Background: an optimization exercise with open tools, aiming at small area. Do not read the settings as production practice.
In this exercise RTL edits were held to simulation tests only and were not proved equivalent to the original.
Power figures rest on the tool's default switching activity, not on a simulated workload.

## brotocol_engine
module brotocol_engine (
    input  wire        clk,
    input  wire        rst,
    input  wire        m_start,
    input  wire [31:0] m_addr,
    input  wire [31:0] m_data,
    input  wire        m_drv_fault,
    output wire        m_drive_low,
    output wire        m_busy,
    output wire        m_done,
    output wire [2:0]  m_result,
    input  wire        s_drv_fault,
    input  wire [4:0]  cfg_own_address,
    output wire        s_drive_low,
    output wire        s_rx_valid,
    output wire [0:0]  s_rx_data,
    output wire        s_hal_fail,
    input  wire        bus_in
);
For scale: roughly 260 cells after synthesis, roughly 61 flip-flops.
export LEC_CHECK = 0
export CAP_MARGIN = 20
export CORE_MARGIN = 2
export CORE_UTILIZATION = 40
export GPL_TIMING_DRIVEN = 0
export PLACE_DENSITY = 0.6
export SLEW_MARGIN = 20
create_clock -name core_clock -period 10.0 [get_ports {clk}]
standard.sh (not shown) runs the stock make flow with config.mk's settings and CLKGATE_MAP_FILE= SYNTH_SCRIPT=/design/flow/synth_recipe.tcl, a recipe that flattens the netlist after the stock synthesis.
==> flow/flow/run.sh <==
#!/bin/bash
# Standard layout (the standard.sh) with these changes:
#  - synthesis maps logic with an area-oriented ABC script (flow/abc_area.script)
#    in place of ORFS's abc_speed.script; everything else in synthesis
#    (synth_recipe.tcl: -nofsm -noshare, flatten, rename) is unchanged, so the
#    registers are the standard synthesis's;
#  - synthesis leaves adders as plain gates for ABC (ADDER_MAP_FILE empty)
#    instead of mapping them to half/full adder cells;
#  - port buffers use the smallest buffer cell (every port still gets one);
#  - clock tree synthesis uses clkbuf_4 and adds no dummy loads;
set -euo pipefail
here=$(pwd)
sd=$here/scripts_abc
rm -rf "$sd"; mkdir -p "$sd"
for f in "$FLOW_HOME"/scripts/*; do ln -s "$f" "$sd/$(basename "$f")"; done
rm "$sd/abc_speed.script"
cp "$here/flow/abc_area.script" "$sd/abc_speed.script"
export BUFFER_PORTS_ARGS="-buffer_cell sky130_fd_sc_hd__buf_1"
export CTS_ARGS="-sink_clustering_enable -repair_clock_nets -dont_use_dummy_load -buf_list sky130_fd_sc_hd__clkbuf_4"
bash standard.sh synth SCRIPTS_DIR="$sd" ADDER_MAP_FILE= > synth.log 2>&1
bash standard.sh > flow.log 2>&1
==> flow/flow/abc_area.script <==
&get -n
&st
&syn2
&dch
&nf -R 1000
&st
&syn2
&dch
&nf -R 1000
&st
&dch -f
&nf -R 1000
&put
Change:
--- a/flow/flow/run.sh
+++ b/flow/flow/run.sh
@@ -10 +10,2 @@
-#  - clock tree synthesis uses clkbuf_4 and adds no dummy loads;
+#  - clock tree synthesis uses clkbuf_4 and adds no dummy loads.
+# make's output goes to synth.log and flow.log; each tool's log is in orfs/logs.
Utilization does not change.
Final cell count is unchanged.
Global-route usage stays the same.
Synthesized area does not change.
Clock-buffer cell count does not change.
Sequential cell count does not change.
Sequential power barely changes.
Critical path depth does not change.
Change:
CAP_MARGIN = 0   (was 20)
GPL_TIMING_DRIVEN = default   (was 0)
SLEW_MARGIN = 0   (was 20)
Outcome:
- setup slack gains 0.0083 ns
- power shrinks by 0.49%
- synthesized cell count is unchanged
- count of clock-buffer cells in the layout does not change
- critical path depth is unchanged
- first-iteration DRC count rises by 0.85%
- cell area stays flat
- hold slack barely changes
- register-to-register slack barely changes
Change:
CAP_MARGIN = 20   (was 0)
SLEW_MARGIN = 20   (was 0)
What happened:
- The changed run went through all stages and came out clean
- worst setup slack does not change
- via count does not change
- die area does not change
- non-clock buffer count does not change
- core utilization is unchanged
- synthesized cell count stays the same
- wire length stays the same

Another version of the RTL of brotocol_engine (not shown whole).
Size: roughly 360 cells after synthesis, roughly 62 flip-flops, roughly 85 I/O pins, ~3200 µm² of cells after synthesis.
// brotocol_engine
module brotocol_engine (
    input  wire        clk,
    input  wire        rst,
    input  wire        m_start,
    input  wire [31:0] m_addr,
    input  wire [31:0] m_data,
    input  wire        m_drv_fault,
    output wire        m_drive_low,
    output wire        m_busy,
    output wire        m_done,
    output wire [2:0]  m_result,
    input  wire        s_drv_fault,
    input  wire [4:0]  cfg_own_address,
    output wire        s_drive_low,
    output wire        s_rx_valid,
    output wire [0:0]  s_rx_data,
    output wire        s_hal_fail,
    input  wire        bus_in
);
==> flow/config.mk <==
export PLATFORM = sky130hd
export DESIGN_NAME = brotocol_engine
export DESIGN_NICKNAME = brotocol_engine
export VERILOG_FILES = /design/flow/design.v
export SDC_FILE = /design/flow/constraint.sdc
export NUM_CORES = 4
export LEC_CHECK = 0
export CAP_MARGIN = 20
export CORE_MARGIN = 2
export CORE_UTILIZATION = 40
export PLACE_DENSITY = 0.6
export SLEW_MARGIN = 20
==> flow/constraint.sdc <==
create_clock -name core_clock -period 10.0 [get_ports {clk}]
set_input_delay 2.0000 -clock core_clock [delete_from_list [all_inputs] [get_ports {clk}]]
set_output_delay 2.0000 -clock core_clock [all_outputs]
set_load 0.01 [all_outputs]
==> flow/flow/run.sh <==
#!/bin/bash
# Standard layout, with two changes: the port buffers are the smallest buffer
# cell (every input and output port still gets one), and clock tree synthesis
# does not add dummy loads. Each tool's output stays in orfs/logs; make's own
# output goes to flow.log.
set -euo pipefail
export BUFFER_PORTS_ARGS="-buffer_cell sky130_fd_sc_hd__buf_1"
export CTS_ARGS="-sink_clustering_enable -repair_clock_nets -dont_use_dummy_load"
bash standard.sh > flow.log 2>&1
The starting point produced a clean layout.
Then changed:
==> flow/run.sh (new file) <==
#!/bin/bash
# synth_recipe.tcl (not shown) runs the flow's synth.tcl, then flattens the netlist and writes it again
# the make line also repeats each setting of config.mk as NAME=value (left out here)
make -C /OpenROAD-flow-scripts/flow DESIGN_CONFIG=/design/flow/config.mk WORK_HOME=/design/flow/orfs CLKGATE_MAP_FILE= SYNTH_SCRIPT=/design/flow/synth_recipe.tcl finish
removed: flow/flow/run.sh
removed: flow/standard.sh
Worst setup slack is worse by 0.49 ns; count of clock-buffer cells in the layout goes up by 2; non-clock buffer count does not change; final area goes up by about 16%.

## run A
Another version of the RTL of brotocol_engine (not shown whole).
Size: about 300 cells after synthesis, roughly 61 flip-flops, roughly 85 I/O pins.
==> flow/design.v (excerpt) <==
module brotocol_engine (
    input  wire        clk,
    input  wire        rst,
    input  wire        m_start,
    input  wire [31:0] m_addr,
    input  wire [31:0] m_data,
    input  wire        m_drv_fault,
    output wire        m_drive_low,
    output wire        m_busy,
    output wire        m_done,
    output wire [2:0]  m_result,
    input  wire        s_drv_fault,
    input  wire [4:0]  cfg_own_address,
    output wire        s_drive_low,
    output wire        s_rx_valid,
    output wire [0:0]  s_rx_data,
    output wire        s_hal_fail,
    input  wire        bus_in
);
    localparam N_A   = 5;
    localparam N_D   = 1;
    localparam K     = 1000;
    localparam REQ_W = 32;
    brotocol_master #(.N_A(N_A), .N_D(N_D), .K(K), .REQ_W(REQ_W)) u_master (
        .clk         (clk),
        .rst         (rst),
        .m_start     (m_start),
        .m_addr      (m_addr),
        .m_data      (m_data),
        .m_drv_fault (m_drv_fault),
        .bus_in      (bus_in),
        .m_drive_low (m_drive_low),
        .m_busy      (m_busy),
        .m_done      (m_done),
        .m_result    (m_result)
    );
    brotocol_slave #(.N_A(N_A), .N_D(N_D), .K(K)) u_slave (
        .clk             (clk),
        .rst             (rst),
        .bus_in          (bus_in),
        .s_drv_fault     (s_drv_fault),
        .cfg_own_address (cfg_own_address),
        .s_drive_low     (s_drive_low),
        .s_rx_valid      (s_rx_valid),
        .s_rx_data       (s_rx_data),
        .s_hal_fail      (s_hal_fail)
    );
endmodule
export LEC_CHECK = 0
export CAP_MARGIN = 20
export CORE_MARGIN = 2
export CORE_UTILIZATION = 40
export PLACE_DENSITY = 0.6
export SLEW_MARGIN = 20
create_clock -name core_clock -period 10.0 [get_ports {clk}]
==> flow/flow/run.sh <==
#!/bin/bash
# Standard layout, with two changes: the port buffers are the smallest buffer
# cell (every input and output port still gets one), and clock tree synthesis
# does not add dummy loads. Each tool's output stays in orfs/logs; make's own
# output goes to flow.log.
set -euo pipefail
export BUFFER_PORTS_ARGS="-buffer_cell sky130_fd_sc_hd__buf_1"
export CTS_ARGS="-sink_clustering_enable -repair_clock_nets -dont_use_dummy_load"
bash standard.sh > flow.log 2>&1
Inputs modified between run A and run B:
diff --git a/flow/flow/run.sh b/flow/flow/run.sh
--- a/flow/flow/run.sh
+++ b/flow/flow/run.sh
@@ -8 +8 @@
-export CTS_ARGS="-sink_clustering_enable -repair_clock_nets -dont_use_dummy_load"
+export CTS_ARGS="-sink_clustering_enable -repair_clock_nets -dont_use_dummy_load -buf_list sky130_fd_sc_hd__clkbuf_4"
==> results.txt <==
Going from run A to run B, power went down by 45 uW, number of clock buffers in the layout level. Cmp run B and run A / clock slew seen by the registers of the worst setup and hold paths / lower: run A. Density: run B sparser than run A. Post-route standard cell area excluding fillers delta (run B − run A): favourable. The register-to-register slack of run A and that of run B are within noise of each other. The multi-input logic portion of the cell area of run B exceeds that of run A by 0.72 points. Run B against run A: area of the core shows no meaningful change, clock group power fell by about 30%.
Here is what was changed in the inputs of run C compared with run B.
diff --git a/flow/flow/run.sh b/flow/flow/run.sh
--- a/flow/flow/run.sh
+++ b/flow/flow/run.sh
@@ -8 +8 @@
-export CTS_ARGS="-sink_clustering_enable -repair_clock_nets -dont_use_dummy_load -buf_list sky130_fd_sc_hd__clkbuf_4"
+export CTS_ARGS="-sink_clustering_enable -repair_clock_nets -dont_use_dummy_load -buf_list sky130_fd_sc_hd__clkbuf_16 -sink_clustering_size 64 -sink_clustering_max_diameter 500"
==> results.txt <==
When the final numbers for run C and run B were put side by side, the layout buffering overhead excluding clock cells turned out to be smaller in run C.
Run C vs run B — clock latency at the later pin of the worst-skew pair dropped 0.08 ns.
Fraction of the core area covered by cells at the end of the flow: run C and run B compared, higher one is run C
When run C is measured against run B, its clock power share turns out 18 points higher.
Design area in run C vs run B: up 4.7%

## S
The RTL this note starts from:
==> flow/design.v <==
module brotocol_master #(
    parameter N_A   = 5,
    parameter N_D   = 1,
    parameter K     = 1000,
    parameter REQ_W = 32
) (
    input  wire             clk,
    input  wire             rst,
    input  wire             m_start,
    input  wire [REQ_W-1:0] m_addr,
    input  wire [REQ_W-1:0] m_data,
    input  wire             m_drv_fault,
    input  wire             bus_in,
    output wire             m_drive_low,
    output reg              m_busy,
    output reg              m_done,
    output reg  [2:0]       m_result
);
    reg [3:0]     m_idx;
    reg [3:0]     m_u;
    reg [N_A-1:0] m_a;
    reg [N_D-1:0] m_d;
    wire pz, pe;
    brotocol_mpre #(.K(K)) u_pre (
        .clk (clk),
        .clr (!m_busy),
        .z   (pz),
        .e   (pe)
    );
    reg long_sym;
    always @(*) begin
        case (m_idx)
            4'd1:    long_sym = 1'b1;
            4'd2:    long_sym = m_a[0];
            4'd3:    long_sym = m_a[1];
            4'd4:    long_sym = m_a[2];
            4'd5:    long_sym = m_a[3];
            4'd6:    long_sym = m_a[4];
            4'd8:    long_sym = m_d[0];
            default: long_sym = 1'b0;
        endcase
    end
    assign m_drive_low = m_busy &&
        (m_idx == 4'd0 || (!m_u[3] && (long_sym || m_u[2:1] == 2'b00)));
    wire valid  = (m_addr[REQ_W-1:N_A] == 0) && (m_data[REQ_W-1:N_D] == 0);
    wire q_a    = (m_idx == 4'd7);
    wire q_d    = (m_idx == 4'd9);
    wire u_last = (m_u == 4'd9);
    wire sp     = (q_a || q_d) && m_u == 4'd5 && pz;
    wire nack   = sp && bus_in;
    wire ok     = u_last && pe && q_d;
    wire fin    = m_drv_fault || nack || ok;
    wire usage  = !m_busy && m_start && !valid;
    always @(posedge clk) begin
        if (rst) begin
            m_busy   <= 1'b0;
            m_result <= 3'd0;
            m_done   <= 1'b0;
        end else begin
            m_busy <= m_busy ? !fin : (m_start && valid);
            m_done <= m_busy ? fin : usage;
            if (usage)
                m_result <= 3'd4;
            else if (m_busy && fin)
                m_result <= {1'b0,
                             m_drv_fault || (nack && q_d),
                             m_drv_fault || (nack && q_a)};
        end
    end
    always @(posedge clk) begin
        if (!m_busy) begin
            m_idx <= 4'd0;
            m_u   <= 4'd0;
            m_a   <= m_addr[N_A-1:0];
            m_d   <= m_data[N_D-1:0];
        end else if (pe) begin
            m_u <= u_last ? 4'd0 : m_u + 1'b1;
            if (u_last)
                m_idx <= m_idx + 1'b1;
        end
    end
endmodule
module brotocol_mpre #(
    parameter K = 1000
) (
    input  wire clk,
    input  wire clr,
    output wire z,
    output wire e
);
    localparam [9:0] TAPS = 10'h240;
    localparam [9:0] S0   = 10'h70;
    localparam [9:0] END  = 10'h238;
    localparam [9:0] POL  = 10'h2aa;
    reg  [9:0] cr;
    wire [9:0] c = cr ^ POL;
    assign z = (c == S0);
    assign e = (c == END);
    wire fb = ^(c & TAPS) ^ e;
    always @(posedge clk) begin
        if (clr)
            cr <= S0 ^ POL;
        else
            cr <= {c[8:0], fb} ^ POL;
    end
endmodule
module brotocol_slave #(
    parameter N_A = 5,
    parameter N_D = 1,
    parameter K   = 1000
) (
    input  wire           clk,
    input  wire           rst,
    input  wire           bus_in,
    input  wire           s_drv_fault,
    input  wire [N_A-1:0] cfg_own_address,
    output wire           s_drive_low,
    output reg            s_rx_valid,
    output reg  [N_D-1:0] s_rx_data,
    output reg            s_hal_fail
);
    localparam [3:0] P_IDLE = 4'd7;
    reg [N_A-1:0] own_address;
    reg [3:0]     pos;
    reg           md;      
    reg           aw;      
    reg           ak;      
    reg           ls;      
    reg           ir;      
    reg           line_prev;
    assign s_drive_low = ak;
    wire line = bus_in;
    wire exp;
    wire p_idle = !pos[3] && pos[0];
    wire p_done = !pos[3] && !pos[0];
    wire p_data = pos[3] && pos[2] && pos[1];
    wire p_addr = pos[3] && !(pos[2] && pos[1]);
    wire p_last = pos[3] && pos[2] && pos[0];      
    wire [7:0] own_ext = {3'b000, own_address};
    wire own_bit = own_ext[pos[2:0]];
    wire x_hal  = exp && ak && s_drv_fault;         
    wire x_idle = exp && (p_done || x_hal);         
    wire rxv    = exp && p_done && !s_drv_fault;
    wire aw1 = aw && !exp;
    wire ls1 = exp ? line : ls;
    wire ir1 = ir || (exp && ak);
    wire ev   = line ^ line_prev;
    wire fall = ev && !line;
    wire rise = ev && line && !(ir1 && !x_idle);
    wire in_idle = p_idle || x_idle;
    wire in_ad   = (p_addr || p_data) && !x_idle;
    wire f_ad   = fall && in_ad && !aw1;
    wire f_bit  = f_ad && !p_last;                           
    wire f_fin  = f_ad && p_last && !(p_addr && md);         
    wire f_ack  = f_fin && !s_drv_fault;
    wire f_hal  = f_fin && s_drv_fault;
    wire r_bit  = rise && in_ad && !p_last && (aw1 || !ls1);
    wire r_bit1 = !aw1;
    wire r_start = rise && p_idle && !exp && !aw && !ls;
    wire ld15 = fall && in_idle;
    wire ld5  = f_bit;
    wire ld8  = f_ack;
    wire step = r_bit || r_start || f_ack;
    wire keep = !x_idle && (
        !ev ||
        (ev && line && ir1) ||
        ld15 || ld5 || step);
    brotocol_stmr #(.K(K)) u_tmr (
        .clk  (clk),
        .rst  (rst),
        .ld15 (ld15),
        .ld5  (ld5),
        .ld8  (ld8),
        .exp  (exp)
    );
    always @(posedge clk) begin
        line_prev <= bus_in;
        if (rst) begin
            own_address <= cfg_own_address;
            pos         <= P_IDLE;
            md          <= 1'b0;
            aw          <= 1'b0;
            ak          <= 1'b0;
            ls          <= 1'b1;
            ir          <= 1'b0;
            s_rx_valid  <= 1'b0;
            s_rx_data   <= 1'b0;
            s_hal_fail  <= 1'b0;
        end else begin
            s_rx_valid <= rxv;
            if (rxv)
                s_rx_data <= md;
            s_hal_fail <= x_hal || f_hal;
            if (!keep) begin
                pos <= P_IDLE;
                md  <= 1'b0;
                aw  <= ld15;
                ak  <= 1'b0;
                ls  <= 1'b1;
                ir  <= 1'b0;
            end else begin
                if (step)
                    pos <= pos + 1'b1;
                if (r_bit && (p_addr ? (own_bit ^ r_bit1) : r_bit1))
                    md <= 1'b1;
                aw <= aw1 || ld15 || ld5 || ld8;
                ak <= (ak && !exp) || ld8;
                ls <= ls1;
                ir <= ir1 && !ev;
            end
        end
    end
endmodule
module brotocol_stmr #(
    parameter K = 1000
) (
    input  wire clk,
    input  wire rst,
    input  wire ld15,
    input  wire ld5,
    input  wire ld8,
    output wire exp
);
    localparam [13:0] TAPS = 14'h2106;
    localparam [13:0] S15  = 14'hd;
    localparam [13:0] S5   = 14'h3;
    localparam [13:0] S8   = 14'h340c;
    localparam [13:0] E    = 14'h2000;
    localparam [13:0] POL  = 14'h2aaa;
    reg  [13:0] tr;
    wire [13:0] t = tr ^ POL;
    assign exp = (t == E);
    wire fb = ^(t & TAPS) & !exp;
    always @(posedge clk) begin
        if (rst)
            tr <= POL;
        else if (ld15)
            tr <= S15 ^ POL;
        else if (ld5)
            tr <= S5 ^ POL;
        else if (ld8)
            tr <= S8 ^ POL;
        else
            tr <= {t[12:0], fb} ^ POL;
    end
endmodule
module brotocol_engine (
    input  wire        clk,
    input  wire        rst,
    input  wire        m_start,
    input  wire [31:0] m_addr,
    input  wire [31:0] m_data,
    input  wire        m_drv_fault,
    output wire        m_drive_low,
    output wire        m_busy,
    output wire        m_done,
    output wire [2:0]  m_result,
    input  wire        s_drv_fault,
    input  wire [4:0]  cfg_own_address,
    output wire        s_drive_low,
    output wire        s_rx_valid,
    output wire [0:0]  s_rx_data,
    output wire        s_hal_fail,
    input  wire        bus_in
);
    localparam N_A   = 5;
    localparam N_D   = 1;
    localparam K     = 1000;
    localparam REQ_W = 32;
    brotocol_master #(.N_A(N_A), .N_D(N_D), .K(K), .REQ_W(REQ_W)) u_master (
        .clk         (clk),
        .rst         (rst),
        .m_start     (m_start),
        .m_addr      (m_addr),
        .m_data      (m_data),
        .m_drv_fault (m_drv_fault),
        .bus_in      (bus_in),
        .m_drive_low (m_drive_low),
        .m_busy      (m_busy),
        .m_done      (m_done),
        .m_result    (m_result)
    );
    brotocol_slave #(.N_A(N_A), .N_D(N_D), .K(K)) u_slave (
        .clk             (clk),
        .rst             (rst),
        .bus_in          (bus_in),
        .s_drv_fault     (s_drv_fault),
        .cfg_own_address (cfg_own_address),
        .s_drive_low     (s_drive_low),
        .s_rx_valid      (s_rx_valid),
        .s_rx_data       (s_rx_data),
        .s_hal_fail      (s_hal_fail)
    );
endmodule
Settings: LEC_CHECK=0, CAP_MARGIN=20, CORE_MARGIN=2, CORE_UTILIZATION=40, PLACE_DENSITY=0.6, SLEW_MARGIN=20; clock period 10.0 ns.
==> flow/flow/run.sh <==
#!/bin/bash
# Standard layout (the standard.sh) with these changes:
#  - synthesis maps logic with an area-oriented ABC script (flow/abc_area.script)
#    in place of ORFS's abc_speed.script; everything else in synthesis
#    (synth_recipe.tcl: -nofsm -noshare, flatten, rename) is unchanged, so the
#    registers are the standard synthesis's;
#  - port buffers use the smallest buffer cell (every port still gets one);
#  - clock tree synthesis uses clkbuf_4 and adds no dummy loads.
# make's output goes to synth.log and flow.log; each tool's log is in orfs/logs.
set -euo pipefail
here=$(pwd)
sd=$here/scripts_abc
rm -rf "$sd"; mkdir -p "$sd"
for f in "$FLOW_HOME"/scripts/*; do ln -s "$f" "$sd/$(basename "$f")"; done
rm "$sd/abc_speed.script"
cp "$here/flow/abc_area.script" "$sd/abc_speed.script"
export BUFFER_PORTS_ARGS="-buffer_cell sky130_fd_sc_hd__buf_1"
export CTS_ARGS="-sink_clustering_enable -repair_clock_nets -dont_use_dummy_load -buf_list sky130_fd_sc_hd__clkbuf_4 -sink_clustering_size 30 -sink_clustering_max_diameter 150 -balance_levels"
bash standard.sh synth SCRIPTS_DIR="$sd" > synth.log 2>&1
bash standard.sh > flow.log 2>&1
Scripts as last shown in full above: flow/flow/abc_area.script
Inputs modified between S and T:
diff --git a/flow/flow/run.sh b/flow/flow/run.sh
--- a/flow/flow/run.sh
+++ b/flow/flow/run.sh
@@ -18 +18 @@
-export CTS_ARGS="-sink_clustering_enable -repair_clock_nets -dont_use_dummy_load -buf_list sky130_fd_sc_hd__clkbuf_4 -sink_clustering_size 30 -sink_clustering_max_diameter 150 -balance_levels"
+export CTS_ARGS="-sink_clustering_enable -repair_clock_nets -dont_use_dummy_load -buf_list sky130_fd_sc_hd__clkbuf_4"
### Flow results
T ended with every stage complete and zero timing, DRC or antenna violations. Maximum net fanout on the critical path: S vs T identical. Per the comparison of T with S, met2 wirelength from detailed routing held steady; cell total after placement essentially unchanged; sequential share of layout area comparable; number of cells on the critical path now sits at about the same level. T -> S: first-iteration DRC count delta 0, exact match. T -> S: post-route non-filler standard cell count delta 0, exact match.

-- separate check: timing with driven ports --
No port has a modelled driver above. Below, the same layouts with a new extraction and two added sets of constraints.
Step 1 sets driving cells, clkbuf_16 on the clock port and buf_2 on the other inputs (assumed; they add their load-dependent delay and slew).
Step 2, shift: input delay + t, output delay - t, t = (earliest + latest rising clock arrival at the registers) / 2. This alone moves slack from input paths to output paths.
Slacks: no drivers / after step 1 / after step 2; pairs: no drivers / after step 1.
run | shift t [ns] | setup WS [ns] | latest minus earliest clock arrival (ns) | worst slew at a driven data input, ns
the first run of note 1 | 0.404 | 6.127 / 6.103 / 5.882 | 0.017 / 0.018 | 0.05
the second run of note 1 | 0.404 | 6.127 / 6.103 / 5.882 | 0.017 / 0.018 | 0.05
the third run of note 1 | 0.395 | 6.135 / 6.111 / 5.902 | 0.024 / 0.024 | 0.05
the fourth run of note 1 | 0.395 | 6.135 / 6.111 / 5.902 | 0.024 / 0.024 | 0.05
the first run of note 2 | 0.349 | 5.279 / 5.283 / 4.935 | 0.021 / 0.021 | 0.04
the second run of note 2 | 0.371 | 4.793 / 4.798 / 4.427 | 0.009 / 0.010 | 0.05
run A | 0.353 | 5.970 / 5.943 / 5.936 | 0.024 / 0.024 | 0.04
run B | 0.413 | 5.985 / 5.960 / 5.921 | 0.038 / 0.039 | 0.04
run C | 0.356 | 6.071 / 6.033 / 5.934 | 0.017 / 0.016 | 0.04
S | 0.401 | 6.037 / 6.011 / 5.721 | 0.027 / 0.026 | 0.04
T | 0.401 | 6.037 / 6.011 / 5.721 | 0.027 / 0.026 | 0.04
After both steps setup and hold are still met in every run listed. For the second run of note 2, which loses most, drivers alone change the setup slack by +0.005 ns; drivers and shift together by -0.366 ns.
